This design comes from an exercise in tuning for small area on the open sky130 flow, not from production work. Function was checked by simulation only, so behaviour that the tests miss may differ from the original.

==> v7: inputs <==
## dht22_ctrl
module dht22_ctrl #(
    parameter integer CLKS_PER_US     = 3,
    parameter integer START_LOW_US    = 2000,
    parameter integer MIN_INTERVAL_MS = 10,
    parameter integer ACK_TIMEOUT_US  = 200,
    parameter integer CAL_TIMEOUT_US  = 200,
    parameter integer LEAD_SLACK_US   = 30,
    parameter integer SETTLE_US       = 40,
    parameter integer CLASS_THRESH_US = 40,
    parameter integer CAL_MAX_BITS    = 40
) (
    input  wire        clk,
    input  wire        rst,
    input  wire        bus_req,
    input  wire        bus_we,
    input  wire [3:0]  bus_addr,
    input  wire [31:0] bus_wdata,
    output wire        bus_ack,
    output reg  [31:0] bus_rdata,
    input  wire        line_in,
    output reg         line_oe,
    output reg         line_out
);
Settings: LEC_CHECK=0, CAP_MARGIN=20, CORE_MARGIN=2, CORE_UTILIZATION=40, SLEW_MARGIN=20; clock period 10.0 ns.
run.sh (not shown) runs the stock make flow with config.mk's settings and CLKGATE_MAP_FILE= SYNTH_SCRIPT=/design/flow/synth_recipe.tcl, a recipe that flattens the netlist after the stock synthesis.
==> inputs of v16, as changes to v7 <==
--- a/flow/design.v
+++ b/flow/design.v
@@ -29,19 +29,18 @@
     localparam [2:0] PH_W_LEAD    = 3'd5;
     localparam [2:0] PH_SETTLE    = 3'd6;
     localparam [2:0] PH_W_HIGH    = 3'd7;
     localparam [2:0] OP_BEGIN   = 3'd1;
     localparam [2:0] OP_RECOVER = 3'd2;
     localparam [2:0] OP_READ    = 3'd3;
     localparam [2:0] OP_MEASURE = 3'd4;
     localparam [2:0] OP_START   = 3'd5;
-    localparam [10:0] LEAD_OFS = 11'd256 - LEAD_SLACK_US;
     reg [1:0]  pre;             
-    reg [9:0]  us_cnt;
+    reg [9:0]  us_lfsr;         
     reg [31:0] now_ms;
     reg [3:0]  ecnt;            
     reg [2:0]  phase;
     reg        mode;
     reg [2:0]  op;
     reg [10:0] cnt;
     reg [5:0]  bitcnt;
     reg        pend_valid;
@@ -65,51 +64,54 @@
     reg [39:0] acc;
     reg [39:0] frame;
     reg        frame_valid;
     reg [7:0]  cs_calc;
     reg        fr_w, cs_w;      
     reg        line_meta, line_sync;
     wire tick = pre[1];
     wire s    = line_sync;
-    wire us_wrap = &{us_cnt[9:5], us_cnt[2:0]};          
+    wire us_wrap = (us_lfsr == 10'b1010110010);
     wire [31:0] now_inc = now_ms + 32'd1;
-    wire        now_hits_last = (now_inc == last_start_ms);
-    wire interval_busy = ts_valid & ~(ecnt[3] & ecnt[1]);   
+    wire        now_eq_last = (now_ms == last_start_ms);
+    wire interval_busy = ts_valid & (~(ecnt[3] & ecnt[1]) | now_eq_last);
     wire idle = (phase == PH_IDLE);
     wire busy = pend_valid | ~idle;
     wire [2:0] dstate = idle ? {1'b0, lstate} : (mode ? 3'd2 : 3'd4);
     assign bus_ack = bus_req & ~tick & ~rst;
     wire   bus_wr  = bus_ack & bus_we;
     wire [10:0] c = cnt + 11'd1;
     wire [7:0]  d = c[7:0];
     wire c_start = &{c[10:6], c[4]};                     
     wire c_settle = c[5] & c[3];                         
     wire c_200   = c[7] & c[6] & c[3];                   
     wire wait_level = ~phase[0] | (phase[1] & phase[2]);
     wire wait_end   = (s != wait_level);
+    wire c_lead_b = c[8] & c[4] & c[3] & c[2] & c[0];    
+    wire c_high_b = &c[7:0];                             
     wire bound_hit  = mode ? c_200 :
-                      (phase == PH_W_LEAD) ? (d == p_lead) :
-                      (phase == PH_W_HIGH) ? (d == p_h1) : c_200;
+                      (phase == PH_W_LEAD) ? c_lead_b :
+                      (phase == PH_W_HIGH) ? c_high_b : c_200;
     reg [2:0] wait_stage;
     always @(*) begin
         case (phase)
             PH_W_ACKH: wait_stage = 3'd2;
             PH_W_LEAD: wait_stage = (bitcnt == 6'd0) ? 3'd3 : 3'd5;
             PH_W_HIGH: wait_stage = 3'd4;
             default:   wait_stage = 3'd1;
         endcase
     end
     wire        cls = (d > 8'd40);
     wire [5:0]  h0  = (~cls & ~seen0) ? d[5:0] : c_h0;
     wire [7:0]  h1  = ( cls & ~seen1) ? d : c_h1;
     wire        s0  = seen0 | ~cls;
     wire        s1  = seen1 |  cls;
     wire [5:0]  nb  = bitcnt + 6'd1;
-    wire [7:0]  cs_sum = acc[39:32] + acc[31:24] + acc[23:16] + acc[15:8];
+    wire [7:0]  cs_sum   = c_ackl;
+    wire        byte_end = (bitcnt[2:0] == 3'd0) & (bitcnt[5:3] != 3'd0) & ~(bitcnt[5] & bitcnt[3]);
     wire [39:0] frame_r = fr_w ? frame : 40'd0;
     wire [7:0]  cs_r    = cs_w ? cs_calc : 8'd0;
     wire [7:0]  pa_l    = cal_done ? p_ackl : 8'd0;
     wire [7:0]  pa_h    = cal_done ? p_ackh : 8'd0;
     wire [7:0]  pl      = cal_done ? p_lead : 8'd0;
     wire [5:0]  ph0     = cal_done ? p_h0 : 6'd0;
     wire [7:0]  ph1     = cal_done ? p_h1 : 8'd0;
     wire [31:0] lst_r   = ts_valid ? last_start_ms : 32'd0;
@@ -137,17 +139,17 @@
     always @(posedge clk) begin
         line_meta <= line_in;
         line_sync <= line_meta;
     end
     reg ts_set;
     always @(posedge clk) begin
         if (rst) begin
             pre           <= 2'b00;
-            us_cnt        <= 10'd0;
+            us_lfsr       <= 10'd0;
             now_ms        <= 32'd0;
             phase         <= PH_IDLE;
             mode          <= 1'b0;
             op            <= 3'd0;
             bitcnt        <= 6'd0;
             pend_valid    <= 1'b0;
             done          <= 1'b0;
             e_cal         <= 1'b0;
@@ -180,20 +182,20 @@
             end
             if (bus_wr && bus_addr == 4'h1) begin
                 if (bus_wdata[12]) ovr <= 1'b0;
                 if (bus_wdata[13]) ill <= 1'b0;
             end
             if (tick) begin
                 ts_set = 1'b0;
                 if (us_wrap) begin
-                    us_cnt <= 10'd0;
-                    now_ms <= now_inc;
+                    us_lfsr <= 10'd0;
+                    now_ms  <= now_inc;
                 end else begin
-                    us_cnt <= us_cnt + 10'd1;
+                    us_lfsr <= {us_lfsr[8:0], ~(us_lfsr[9] ^ us_lfsr[6])};
                 end
                 case (phase)
                     PH_IDLE: if (pend_valid) begin
                         pend_valid <= 1'b0;
                         op         <= pend_cmd;
                         done       <= 1'b0;
                         cached     <= 1'b0;
                         if (pend_cmd == OP_READ && cal_done) begin
@@ -278,17 +280,17 @@
                             phase  <= PH_W_HIGH;
                         end
                     end
                     default: begin
                         if (wait_end) begin
                             case (phase)
                                 PH_W_RESP: phase <= PH_W_ACKL;
                                 PH_W_ACKL: begin
-                                    c_ackl <= d;
+                                    c_ackl <= mode ? d : 8'd0;
                                     phase  <= PH_W_ACKH;
                                 end
                                 PH_W_ACKH: begin
                                     c_ackh <= d;
                                     phase  <= PH_W_LEAD;
                                 end
                                 PH_W_LEAD: begin
                                     if (mode) begin
@@ -364,16 +366,17 @@
                                             end else begin
                                                 e_g         <= 3'd3;
                                             end
                                             e_cal <= 1'b0;
                                             e_dec <= 1'b0;
                                             done  <= 1'b1;
                                             phase <= PH_IDLE;
                                         end else begin
+                                            if (byte_end) c_ackl <= c_ackl + acc[7:0];
                                             phase <= PH_W_LEAD;
                                         end
                                     end
                                 end
                             endcase
                         end else if (bound_hit) begin
                             if (mode) begin
                                 if (!op[2]) lstate <= 2'd1;
@@ -389,39 +392,39 @@
                             phase <= PH_IDLE;
                         end
                     end
                 endcase
                 if (ts_set) begin
                     last_start_ms <= now_ms;
                     ecnt          <= {3'd0, us_wrap};
                 end else if (us_wrap) begin
-                    if (now_hits_last)
-                        ecnt <= 4'd0;
+                    if (now_eq_last)
+                        ecnt <= 4'd1;
                     else if (!(ecnt[3] & ecnt[1]))
                         ecnt <= ecnt + 4'd1;
                 end
             end
         end
     end
     always @(posedge clk) begin
         if (bus_wr && bus_addr == 4'h0 && !busy)
             pend_cmd <= bus_wdata[2:0];
     end
     always @(posedge clk) begin
         if (tick) begin
             if (phase == PH_START_LOW) begin
                 cnt <= c_start ? 11'd0 : c;
             end else if (phase == PH_SETTLE) begin
-                cnt <= c_settle ? 11'd0 : c;
+                cnt <= c_settle ? {3'd0, ~p_h1} : c;    
             end else if (phase == PH_IDLE) begin
                 cnt <= 11'd0;
             end else if (wait_end) begin
                 if (!mode && (phase == PH_W_ACKH || (phase == PH_W_HIGH)))
-                    cnt <= LEAD_OFS;
+                    cnt <= {3'd0, ~p_lead};
                 else
                     cnt <= 11'd0;
             end else begin
                 cnt <= c;
             end
         end
     end
 endmodule
==> flow/flow/run.sh (new file) <==
#!/bin/bash
# Layout flow: the standard synthesis, then the combinational logic between
# the registers is re-mapped by ABC for area (registers, their names and cell
# types are kept), then the standard layout from that netlist, with the
# ports buffered by the smallest buffer and a clock tree of small buffers.
# Each tool's output goes to a log file here.
set -euo pipefail
here=$(pwd)
res=$here/orfs/results/$FLOW_PLATFORM/dht22_ctrl/base
lib=$FLOW_HOME/platforms/$FLOW_PLATFORM/lib/sky130_fd_sc_hd__tt_025C_1v80.lib
yosys_bin=$FLOW_HOME/../tools/install/yosys/bin/yosys
[[ -x $yosys_bin ]] || yosys_bin=yosys

# 1. standard synthesis
bash standard.sh synth > synth.log 2>&1

# 2. area re-mapping of the combinational logic
dont_use=""
for c in $(sed -n '/^export DONT_USE_CELLS/,/^$/p' $FLOW_HOME/platforms/$FLOW_PLATFORM/config.mk | tr -d '\\' | tr ' ' '\n' | grep '^sky130'); do
  dont_use="$dont_use -dont_use $c"
done
cp $res/1_2_yosys.v $here/synth_standard.v
cat > reopt.ys <<EOY
read_liberty -ignore_miss_func $lib
read_verilog $here/synth_standard.v
hierarchy -top $FLOW_TOP
setattr -mod -set keep_hierarchy 1 sky130_fd_sc_hd__dfxtp_1 sky130_fd_sc_hd__dfxtp_2 sky130_fd_sc_hd__dfxtp_4 sky130_fd_sc_hd__edfxtp_1 sky130_fd_sc_hd__conb_1
flatten
opt_clean -purge
abc -liberty $lib $dont_use -script $here/flow/area.abc
splitnets
opt_clean -purge
hilomap -singleton -hicell sky130_fd_sc_hd__conb_1 HI -locell sky130_fd_sc_hd__conb_1 LO
select $FLOW_TOP
insbuf -buf sky130_fd_sc_hd__buf_4 A X
write_verilog -noattr -nohex -nodec -selected $here/synth_reopt.v
EOY
# keep the standard netlist if the re-mapping fails or changes the registers
if $yosys_bin -s reopt.ys > reopt.log 2>&1; then
  n_std=$(grep -cE '^ *sky130_fd_sc_hd__e?dfxtp_[0-9]+ ' synth_standard.v || true)
  n_new=$(grep -cE '^ *sky130_fd_sc_hd__e?dfxtp_[0-9]+ ' synth_reopt.v || true)
  n_all=$(grep -cE '^ *sky130_fd_sc_hd__' synth_reopt.v || true)
  if [[ $n_std -gt 0 && $n_std -eq $n_new && $n_all -gt $((n_new + 100)) ]]; then
    cp $here/synth_reopt.v $res/1_2_yosys.v
    rm -f $res/1_synth.odb $res/1_synth.sdc
  fi
fi

# 3. layout
export BUFFER_PORTS_ARGS="-buffer_cell sky130_fd_sc_hd__buf_1"
export CTS_ARGS="-sink_clustering_enable -repair_clock_nets -dont_use_dummy_load -buf_list sky130_fd_sc_hd__clkbuf_4 -sink_clustering_size 10 -sink_clustering_max_diameter 40"
bash standard.sh > layout.log 2>&1
==> flow/flow/area.abc (new file) <==
strash
&get -n
&fraig -x
&put
scorr
dc2
dc2
strash
&get -n
&syn2
&dc2
&dch -f
&nf -R 1000
&put
strash
&get -n
&dch -f
&nf -R 1000
&put
==> flow/standard.sh (new file) <==
#!/bin/bash
# synth_recipe.tcl (not shown) runs the flow's synth.tcl, then flattens the netlist and writes it again
# the make line also repeats each setting of config.mk as NAME=value (left out here)
make -C /OpenROAD-flow-scripts/flow DESIGN_CONFIG=/design/flow/config.mk WORK_HOME=/design/flow/orfs CLKGATE_MAP_FILE= SYNTH_SCRIPT=/design/flow/synth_recipe.tcl "${@:-finish}"
Settings changed: CORE_UTILIZATION 40 to 65, GPL_TIMING_DRIVEN from default to 0.
removed: flow/run.sh
==> inputs of v12, as changes to v7 <==
==> flow/flow/run.sh (new file) <==
#!/bin/bash
# Standard ORFS layout (the standard.sh) with two changes:
#  - ports are buffered with the smallest buffer instead of clkdlybuf4s50_1
#  - CTS uses small clock buffers, larger sink clusters and no dummy loads
set -euo pipefail
export BUFFER_PORTS_ARGS="-buffer_cell sky130_fd_sc_hd__buf_1"
export CTS_ARGS="-sink_clustering_enable -repair_clock_nets -dont_use_dummy_load -buf_list sky130_fd_sc_hd__clkbuf_8 -sink_clustering_size 16 -sink_clustering_max_diameter 50"
bash standard.sh > standard.log 2>&1
==> flow/standard.sh (new file) <==
#!/bin/bash
# synth_recipe.tcl (not shown) runs the flow's synth.tcl, then flattens the netlist and writes it again
# the make line also repeats each setting of config.mk as NAME=value (left out here)
make -C /OpenROAD-flow-scripts/flow DESIGN_CONFIG=/design/flow/config.mk WORK_HOME=/design/flow/orfs CLKGATE_MAP_FILE= SYNTH_SCRIPT=/design/flow/synth_recipe.tcl "${@:-finish}"
removed: flow/run.sh
==> inputs of v2, as changes to v7 <==
--- a/flow/design.v
+++ b/flow/design.v
@@ -29,19 +29,18 @@
     localparam [2:0] PH_W_LEAD    = 3'd5;
     localparam [2:0] PH_SETTLE    = 3'd6;
     localparam [2:0] PH_W_HIGH    = 3'd7;
     localparam [2:0] OP_BEGIN   = 3'd1;
     localparam [2:0] OP_RECOVER = 3'd2;
     localparam [2:0] OP_READ    = 3'd3;
     localparam [2:0] OP_MEASURE = 3'd4;
     localparam [2:0] OP_START   = 3'd5;
-    localparam [10:0] LEAD_OFS = 11'd256 - LEAD_SLACK_US;
     reg [1:0]  pre;             
-    reg [9:0]  us_cnt;
+    reg [9:0]  us_lfsr;         
     reg [31:0] now_ms;
     reg [3:0]  ecnt;            
     reg [2:0]  phase;
     reg        mode;
     reg [2:0]  op;
     reg [10:0] cnt;
     reg [5:0]  bitcnt;
     reg        pend_valid;
@@ -65,35 +64,37 @@
     reg [39:0] acc;
     reg [39:0] frame;
     reg        frame_valid;
     reg [7:0]  cs_calc;
     reg        fr_w, cs_w;      
     reg        line_meta, line_sync;
     wire tick = pre[1];
     wire s    = line_sync;
-    wire us_wrap = &{us_cnt[9:5], us_cnt[2:0]};          
+    wire us_wrap = (us_lfsr == 10'b1010110010);
     wire [31:0] now_inc = now_ms + 32'd1;
     wire        now_hits_last = (now_inc == last_start_ms);
     wire interval_busy = ts_valid & ~(ecnt[3] & ecnt[1]);   
     wire idle = (phase == PH_IDLE);
     wire busy = pend_valid | ~idle;
     wire [2:0] dstate = idle ? {1'b0, lstate} : (mode ? 3'd2 : 3'd4);
     assign bus_ack = bus_req & ~tick & ~rst;
     wire   bus_wr  = bus_ack & bus_we;
     wire [10:0] c = cnt + 11'd1;
     wire [7:0]  d = c[7:0];
     wire c_start = &{c[10:6], c[4]};                     
     wire c_settle = c[5] & c[3];                         
     wire c_200   = c[7] & c[6] & c[3];                   
     wire wait_level = ~phase[0] | (phase[1] & phase[2]);
     wire wait_end   = (s != wait_level);
+    wire c_lead_b = c[8] & c[4] & c[3] & c[2] & c[0];    
+    wire c_high_b = &c[7:0];                             
     wire bound_hit  = mode ? c_200 :
-                      (phase == PH_W_LEAD) ? (d == p_lead) :
-                      (phase == PH_W_HIGH) ? (d == p_h1) : c_200;
+                      (phase == PH_W_LEAD) ? c_lead_b :
+                      (phase == PH_W_HIGH) ? c_high_b : c_200;
     reg [2:0] wait_stage;
     always @(*) begin
         case (phase)
             PH_W_ACKH: wait_stage = 3'd2;
             PH_W_LEAD: wait_stage = (bitcnt == 6'd0) ? 3'd3 : 3'd5;
             PH_W_HIGH: wait_stage = 3'd4;
             default:   wait_stage = 3'd1;
         endcase
@@ -137,17 +138,17 @@
     always @(posedge clk) begin
         line_meta <= line_in;
         line_sync <= line_meta;
     end
     reg ts_set;
     always @(posedge clk) begin
         if (rst) begin
             pre           <= 2'b00;
-            us_cnt        <= 10'd0;
+            us_lfsr       <= 10'd0;
             now_ms        <= 32'd0;
             phase         <= PH_IDLE;
             mode          <= 1'b0;
             op            <= 3'd0;
             bitcnt        <= 6'd0;
             pend_valid    <= 1'b0;
             done          <= 1'b0;
             e_cal         <= 1'b0;
@@ -180,20 +181,20 @@
             end
             if (bus_wr && bus_addr == 4'h1) begin
                 if (bus_wdata[12]) ovr <= 1'b0;
                 if (bus_wdata[13]) ill <= 1'b0;
             end
             if (tick) begin
                 ts_set = 1'b0;
                 if (us_wrap) begin
-                    us_cnt <= 10'd0;
-                    now_ms <= now_inc;
+                    us_lfsr <= 10'd0;
+                    now_ms  <= now_inc;
                 end else begin
-                    us_cnt <= us_cnt + 10'd1;
+                    us_lfsr <= {us_lfsr[8:0], ~(us_lfsr[9] ^ us_lfsr[6])};
                 end
                 case (phase)
                     PH_IDLE: if (pend_valid) begin
                         pend_valid <= 1'b0;
                         op         <= pend_cmd;
                         done       <= 1'b0;
                         cached     <= 1'b0;
                         if (pend_cmd == OP_READ && cal_done) begin
@@ -406,22 +407,22 @@
         if (bus_wr && bus_addr == 4'h0 && !busy)
             pend_cmd <= bus_wdata[2:0];
     end
     always @(posedge clk) begin
         if (tick) begin
             if (phase == PH_START_LOW) begin
                 cnt <= c_start ? 11'd0 : c;
             end else if (phase == PH_SETTLE) begin
-                cnt <= c_settle ? 11'd0 : c;
+                cnt <= c_settle ? {3'd0, ~p_h1} : c;    
             end else if (phase == PH_IDLE) begin
                 cnt <= 11'd0;
             end else if (wait_end) begin
                 if (!mode && (phase == PH_W_ACKH || (phase == PH_W_HIGH)))
-                    cnt <= LEAD_OFS;
+                    cnt <= {3'd0, ~p_lead};
                 else
                     cnt <= 11'd0;
             end else begin
                 cnt <= c;
             end
         end
     end
 endmodule
==> flow/flow/run.sh (new file) <==
#!/bin/bash
# Layout flow: the standard synthesis, then the combinational logic between
# the registers is re-mapped by ABC for area (registers, their names and cell
# types are kept), then the standard layout from that netlist, with the
# ports buffered by the smallest buffer and a clock tree of small buffers.
# Each tool's output goes to a log file here.
set -euo pipefail
here=$(pwd)
res=$here/orfs/results/$FLOW_PLATFORM/dht22_ctrl/base
lib=$FLOW_HOME/platforms/$FLOW_PLATFORM/lib/sky130_fd_sc_hd__tt_025C_1v80.lib
yosys_bin=$FLOW_HOME/../tools/install/yosys/bin/yosys
[[ -x $yosys_bin ]] || yosys_bin=yosys

# 1. standard synthesis
bash standard.sh synth > synth.log 2>&1

# 2. area re-mapping of the combinational logic
dont_use=""
for c in $(sed -n '/^export DONT_USE_CELLS/,/^$/p' $FLOW_HOME/platforms/$FLOW_PLATFORM/config.mk | tr -d '\\' | tr ' ' '\n' | grep '^sky130'); do
  dont_use="$dont_use -dont_use $c"
done
cp $res/1_2_yosys.v $here/synth_standard.v
cat > reopt.ys <<EOY
read_liberty -ignore_miss_func $lib
read_verilog $here/synth_standard.v
hierarchy -top $FLOW_TOP
setattr -mod -set keep_hierarchy 1 sky130_fd_sc_hd__dfxtp_1 sky130_fd_sc_hd__dfxtp_2 sky130_fd_sc_hd__dfxtp_4 sky130_fd_sc_hd__edfxtp_1 sky130_fd_sc_hd__conb_1
flatten
opt_clean -purge
abc -liberty $lib $dont_use -script $here/flow/area.abc
splitnets
opt_clean -purge
hilomap -singleton -hicell sky130_fd_sc_hd__conb_1 HI -locell sky130_fd_sc_hd__conb_1 LO
select $FLOW_TOP
insbuf -buf sky130_fd_sc_hd__buf_4 A X
write_verilog -noattr -nohex -nodec -selected $here/synth_reopt.v
EOY
$yosys_bin -s reopt.ys > reopt.log 2>&1
cp $here/synth_reopt.v $res/1_2_yosys.v
rm -f $res/1_synth.odb $res/1_synth.sdc

# 3. layout
export BUFFER_PORTS_ARGS="-buffer_cell sky130_fd_sc_hd__buf_1"
export CTS_ARGS="-sink_clustering_enable -repair_clock_nets -dont_use_dummy_load -buf_list sky130_fd_sc_hd__clkbuf_4 -sink_clustering_size 10 -sink_clustering_max_diameter 40"
bash standard.sh > layout.log 2>&1
==> flow/flow/area.abc (new file) <==
strash
&get -n
&fraig -x
&put
scorr
dc2
dc2
strash
&get -n
&syn2
&dc2
&dch -f
&nf -R 1000
&put
==> flow/standard.sh (new file) <==
#!/bin/bash
# synth_recipe.tcl (not shown) runs the flow's synth.tcl, then flattens the netlist and writes it again
# the make line also repeats each setting of config.mk as NAME=value (left out here)
make -C /OpenROAD-flow-scripts/flow DESIGN_CONFIG=/design/flow/config.mk WORK_HOME=/design/flow/orfs CLKGATE_MAP_FILE= SYNTH_SCRIPT=/design/flow/synth_recipe.tcl "${@:-finish}"
Settings changed: CORE_UTILIZATION 40 to 65.
removed: flow/run.sh
==> qor summary <==
	v12	v2	v16	v7
Final worst path period share	0.624	0.638	0.683	0.686
Outcome	no timing/DRC/antenna violations	no timing/DRC/antenna violations	no timing/DRC/antenna violations	no timing/DRC/antenna violations
Routed wire length	52,500 um	46,400 um	41,300 um	53,500 um
Final Worst Setup Slack	3760 ps	3620 ps	3170 ps	3140 ps
Number of inserted filler cells in the final layout	3,712	1,618	1,466	3,652
Number of combinational gates with multiple inputs	1,087	1,073	872	1,087
Layout Nets	1,648	1,575	1,372	1,647
Met1 wire length	21,100 um	17,800 um	15,800 um	21,800 um
First-pass GRT wire length	78,600 um	68,600 um	62,600 um	80,000 um
Sequential element share of the synthesized area	0.483	-	-	0.483
Type of the worst setup path	primary input to output port	primary input to output port	register to register	primary input to output port
Number of cells on the worst reg-to-reg path	13	18	21	13
Initial DRC count	1,895	2,278	1,728	1,816
Synthesized-area fraction occupied by ao, oa, aoi and oai cells	0.174	-	-	0.174
Layout cells sized above 1	0.0680	0.0503	0.0609	0.0763
Total die area	41,300 um^2	22,800 um^2	21,100 um^2	41,300 um^2
Routed length on met3	5950 um	6600 um	5100 um	5660 um
Vias post-DR	13.0k	12.8k	11.3k	13.3k
Grt met2 use	0.383	0.597	0.579	0.403
Minimum setup slack among reg-to-reg paths	4510 ps	4220 ps	3170 ps	4650 ps
Met1 Track Usage GR	0.345	0.577	0.546	0.359

-- static timing again, ports no longer ideal --
No port has a modelled driver above. Below, the same layouts with a new extraction and two added sets of constraints.
Step 1 sets driving cells, clkbuf_16 on the clock port and buf_2 on the other inputs (assumed; they add their load-dependent delay and slew).
Step 2 also shifts input and output timing later by t, the mid clock arrival at the registers, as if the neighbouring blocks saw the same clock.
Three values: ideal ports, drivers, drivers and shift; two values: the first two.
run	t, ns	setup WS [ns]	pins driven straight from the clock port
v7	0.590	3.143 / 3.118 / 3.118	1
v16	0.694	3.175 / 3.175 / 3.175	1
v12	0.640	3.761 / 3.691 / 3.691	1
v2	0.708	3.619 / 3.547 / 3.547	1
After both steps every run listed still meets setup and hold. For v2, which loses most, drivers alone change the setup slack by -0.072 ns; drivers and shift together by -0.072 ns.
